Source: an optimization exercise on an open RTL-to-GDS flow (aim: small area, a short achievable clock period and few clock cycles per item). Production flows keep margins and buffers that such runs may drop. At most, simulation tests tie the RTL to the original design; equivalence was not proved. Power is estimated from default activity; no workload was simulated.

==> job 3022: inputs <==
==> flow/design.v (excerpt) <==
module dwibus_codec (
    input  wire         clk,
    input  wire         rst,         
    input  wire         start,       
    input  wire         op,          
    input  wire [7:0]   self_addr,   
    input  wire [479:0] frame_in,
    output wire         ready,
    output reg          done,        
    output wire [7:0]   status,
    output wire [7:0]   crc,
    output wire [479:0] frame_out
);
    wire [479:0] fi = frame_in;
    reg         busy;
    reg [439:0] img;       
    reg [7:0]   pc_q;      
    reg [7:0]   ps_q;      
    reg         chk_q;     
    reg [3:0]   pre_q;     
    reg [7:0]   crc_q;
    reg [7:0]   syn_q;     
    wire [15:0] part_in;   
    wire [15:0] crc_syn;   
    assign ready = ~busy;
    wire [15:0] m01 = op ? fi[15:0] : 16'h55AA;
    wire p0;
    dw_xor2 u_p0 (.a(fi[63]), .b(fi[176]), .y(p0));
    wire p1;
    dw_xor2 u_p1 (.a(fi[305]), .b(fi[434]), .y(p1));
    wire p2;
    dw_xor2 u_p2 (.a(fi[67]), .b(fi[196]), .y(p2));
    wire p3;
    dw_xor2 u_p3 (.a(fi[325]), .b(fi[454]), .y(p3));
    wire p4;
    dw_xor2 u_p4 (.a(fi[105]), .b(fi[234]), .y(p4));
    wire p5;
  ...
export LEC_CHECK = 0
export CAP_MARGIN = 20
export CORE_AREA = 10 10 290 290
export DIE_AREA = 0 0 300 300
export PLACE_DENSITY = 0.6
export SETUP_SLACK_MARGIN = 2.5
export SLEW_MARGIN = 20
export SYNTH_HIERARCHICAL = 1
export SYNTH_MINIMUM_KEEP_SIZE = 0
create_clock -name core_clock -period 5.0 [get_ports {clk}]
standard.sh (not shown) runs the stock make flow with config.mk's settings and CLKGATE_MAP_FILE= SYNTH_SCRIPT=/design/flow/synth_recipe.tcl, a recipe that flattens the netlist after the stock synthesis.
==> flow/flow/run.sh <==
#!/bin/bash
# Own layout flow: the standard flow, with each port buffered by the
# smallest buffer (buf_1) instead of the one buffer_ports picks by default.
set -euo pipefail
bash standard.sh "BUFFER_PORTS_ARGS=-buffer_cell sky130_fd_sc_hd__buf_1" finish > standard_flow.log 2>&1
==> job 8996 (differences from job 3022) <==
--- a/flow/design.v
+++ b/flow/design.v
@@ -1598,27 +1598,48 @@
     always @(posedge clk) begin
         if (rst) begin
             busy <= 1'b0;
             done <= 1'b0;
         end else begin
             busy <= ~busy & start;
             done <= busy;
         end
+        pc_q  <= part_in[7:0];
+        ps_q  <= part_in[15:8];
         if (!busy) begin
             img   <= fi[2*8 +: 440];
-            pc_q  <= part_in[7:0];
-            ps_q  <= part_in[15:8];
             chk_q <= chk_in;
             pre_q <= pre_in;
         end
         crc_q <= crc_syn[7:0];
         syn_q <= crc_syn[15:8];
     end
-    wire       crc_bad = chk_q & (|syn_q);
-    wire [3:0] st      = crc_bad ? 4'h9 : pre_q;
+    wire n01, n23, n45, n67, syn_nz;
+    wire [3:0] st;
+    dw_nor2  u_n01 (.a(syn_q[0]), .b(syn_q[1]), .y(n01));
+    dw_nor2  u_n23 (.a(syn_q[2]), .b(syn_q[3]), .y(n23));
+    dw_nor2  u_n45 (.a(syn_q[4]), .b(syn_q[5]), .y(n45));
+    dw_nor2  u_n67 (.a(syn_q[6]), .b(syn_q[7]), .y(n67));
+    dw_nand4 u_nz  (.a(n01), .b(n23), .c(n45), .d(n67), .y(syn_nz));
+    dw_ao21  u_st0 (.a(chk_q), .b(syn_nz), .c(pre_q[0]), .y(st[0]));
+    dw_ai21b u_st1 (.a(chk_q), .b(syn_nz), .c(pre_q[1]), .y(st[1]));
+    dw_ai21b u_st2 (.a(chk_q), .b(syn_nz), .c(pre_q[2]), .y(st[2]));
+    dw_ao21  u_st3 (.a(chk_q), .b(syn_nz), .c(pre_q[3]), .y(st[3]));
     assign status    = {3'b000, st[3], 1'b0, st[2:0]};
     assign crc       = crc_q;
     assign frame_out = {8'h0A, 8'h0D, crc_q, img, 8'h55, 8'hAA};
 endmodule
+module dw_nor2 (input wire a, input wire b, output wire y);
+    assign y = ~(a | b);
+endmodule
+module dw_nand4 (input wire a, input wire b, input wire c, input wire d, output wire y);
+    assign y = ~(a & b & c & d);
+endmodule
+module dw_ao21 (input wire a, input wire b, input wire c, output wire y);
+    assign y = (a & b) | c;
+endmodule
+module dw_ai21b (input wire a, input wire b, input wire c, output wire y);
+    assign y = c & ~(a & b);
+endmodule
 module dw_xor2 (input wire a, input wire b, output wire y);
     assign y = a ^ b;
 endmodule
Settings changed: GPL_TIMING_DRIVEN set to 1, PLACE_DENSITY 0.6 to 0.75, SETUP_SLACK_MARGIN 2.5 to 2.3.
==> job 8363 (differences from job 3022) <==
--- a/flow/design.v
+++ b/flow/design.v
@@ -1598,27 +1598,48 @@
     always @(posedge clk) begin
         if (rst) begin
             busy <= 1'b0;
             done <= 1'b0;
         end else begin
             busy <= ~busy & start;
             done <= busy;
         end
+        pc_q  <= part_in[7:0];
+        ps_q  <= part_in[15:8];
         if (!busy) begin
             img   <= fi[2*8 +: 440];
-            pc_q  <= part_in[7:0];
-            ps_q  <= part_in[15:8];
             chk_q <= chk_in;
             pre_q <= pre_in;
         end
         crc_q <= crc_syn[7:0];
         syn_q <= crc_syn[15:8];
     end
-    wire       crc_bad = chk_q & (|syn_q);
-    wire [3:0] st      = crc_bad ? 4'h9 : pre_q;
+    wire n01, n23, n45, n67, syn_nz;
+    wire [3:0] st;
+    dw_nor2  u_n01 (.a(syn_q[0]), .b(syn_q[1]), .y(n01));
+    dw_nor2  u_n23 (.a(syn_q[2]), .b(syn_q[3]), .y(n23));
+    dw_nor2  u_n45 (.a(syn_q[4]), .b(syn_q[5]), .y(n45));
+    dw_nor2  u_n67 (.a(syn_q[6]), .b(syn_q[7]), .y(n67));
+    dw_nand4 u_nz  (.a(n01), .b(n23), .c(n45), .d(n67), .y(syn_nz));
+    dw_ao21  u_st0 (.a(chk_q), .b(syn_nz), .c(pre_q[0]), .y(st[0]));
+    dw_ai21b u_st1 (.a(chk_q), .b(syn_nz), .c(pre_q[1]), .y(st[1]));
+    dw_ai21b u_st2 (.a(chk_q), .b(syn_nz), .c(pre_q[2]), .y(st[2]));
+    dw_ao21  u_st3 (.a(chk_q), .b(syn_nz), .c(pre_q[3]), .y(st[3]));
     assign status    = {3'b000, st[3], 1'b0, st[2:0]};
     assign crc       = crc_q;
     assign frame_out = {8'h0A, 8'h0D, crc_q, img, 8'h55, 8'hAA};
 endmodule
+module dw_nor2 (input wire a, input wire b, output wire y);
+    assign y = ~(a | b);
+endmodule
+module dw_nand4 (input wire a, input wire b, input wire c, input wire d, output wire y);
+    assign y = ~(a & b & c & d);
+endmodule
+module dw_ao21 (input wire a, input wire b, input wire c, output wire y);
+    assign y = (a & b) | c;
+endmodule
+module dw_ai21b (input wire a, input wire b, input wire c, output wire y);
+    assign y = c & ~(a & b);
+endmodule
 module dw_xor2 (input wire a, input wire b, output wire y);
     assign y = a ^ b;
 endmodule
Settings changed: SETUP_SLACK_MARGIN 2.5 to 2.3.
==> comparison <==
Of job 8996 and job 3022, job 3022 has the higher combinational power (gap about 10%, measured against job 3022).
Core utilization: job 8363 < job 8996 < job 3022.
Synthesized cell count is about the same in job 3022 and job 8996.
Of job 3022 and job 8996, job 3022 has the higher final cell count (gap about 3%, measured against job 8996).
Testbench counts of job 8996, summed over its fixed seeds: cycles 3,840, frames 1,920.
Testbench counts of job 8363, summed over its fixed seeds: cycles 3,840, frames 1,920.
Function not checked in job 3022: the RTL went through the layout flow alone.

-- re-timing with driven ports --
In the flow no input, the clock included, has a driving cell. The finished layouts below were timed again as built, in two steps.
Step 1 assumes that a clkbuf_16 drives the clock port and a buf_2 every other input.
Step 2 adds t to the input delays and takes it off the output delays; t is the mean of the earliest and latest rising clock arrival at the registers after step 1. Input paths then give back, and output paths get back, about the clock's delay inside the block.
a / b / c = ideal / step 1 / step 2; a / b = the first two.
run	t (ns)	slack for setup (ns)	hold WS [ns]	worst slew at a driven data input, ns	cell pins on the clock port's net
job 3022	0.665	1.904 / 1.836 / 1.946	0.439 / 0.439 / 0.439	0.17	1
job 8996	0.665	2.310 / 2.293 / 1.816	0.439 / 0.439 / 0.439	0.20	1
job 8363	0.659	2.343 / 2.321 / 1.835	0.458 / 0.458 / 0.458	0.18	1
After both steps every run listed still meets setup and hold. The setup slack of job 8363, which loses most, moves by -0.022 ns with the drivers and by -0.508 ns with both steps.
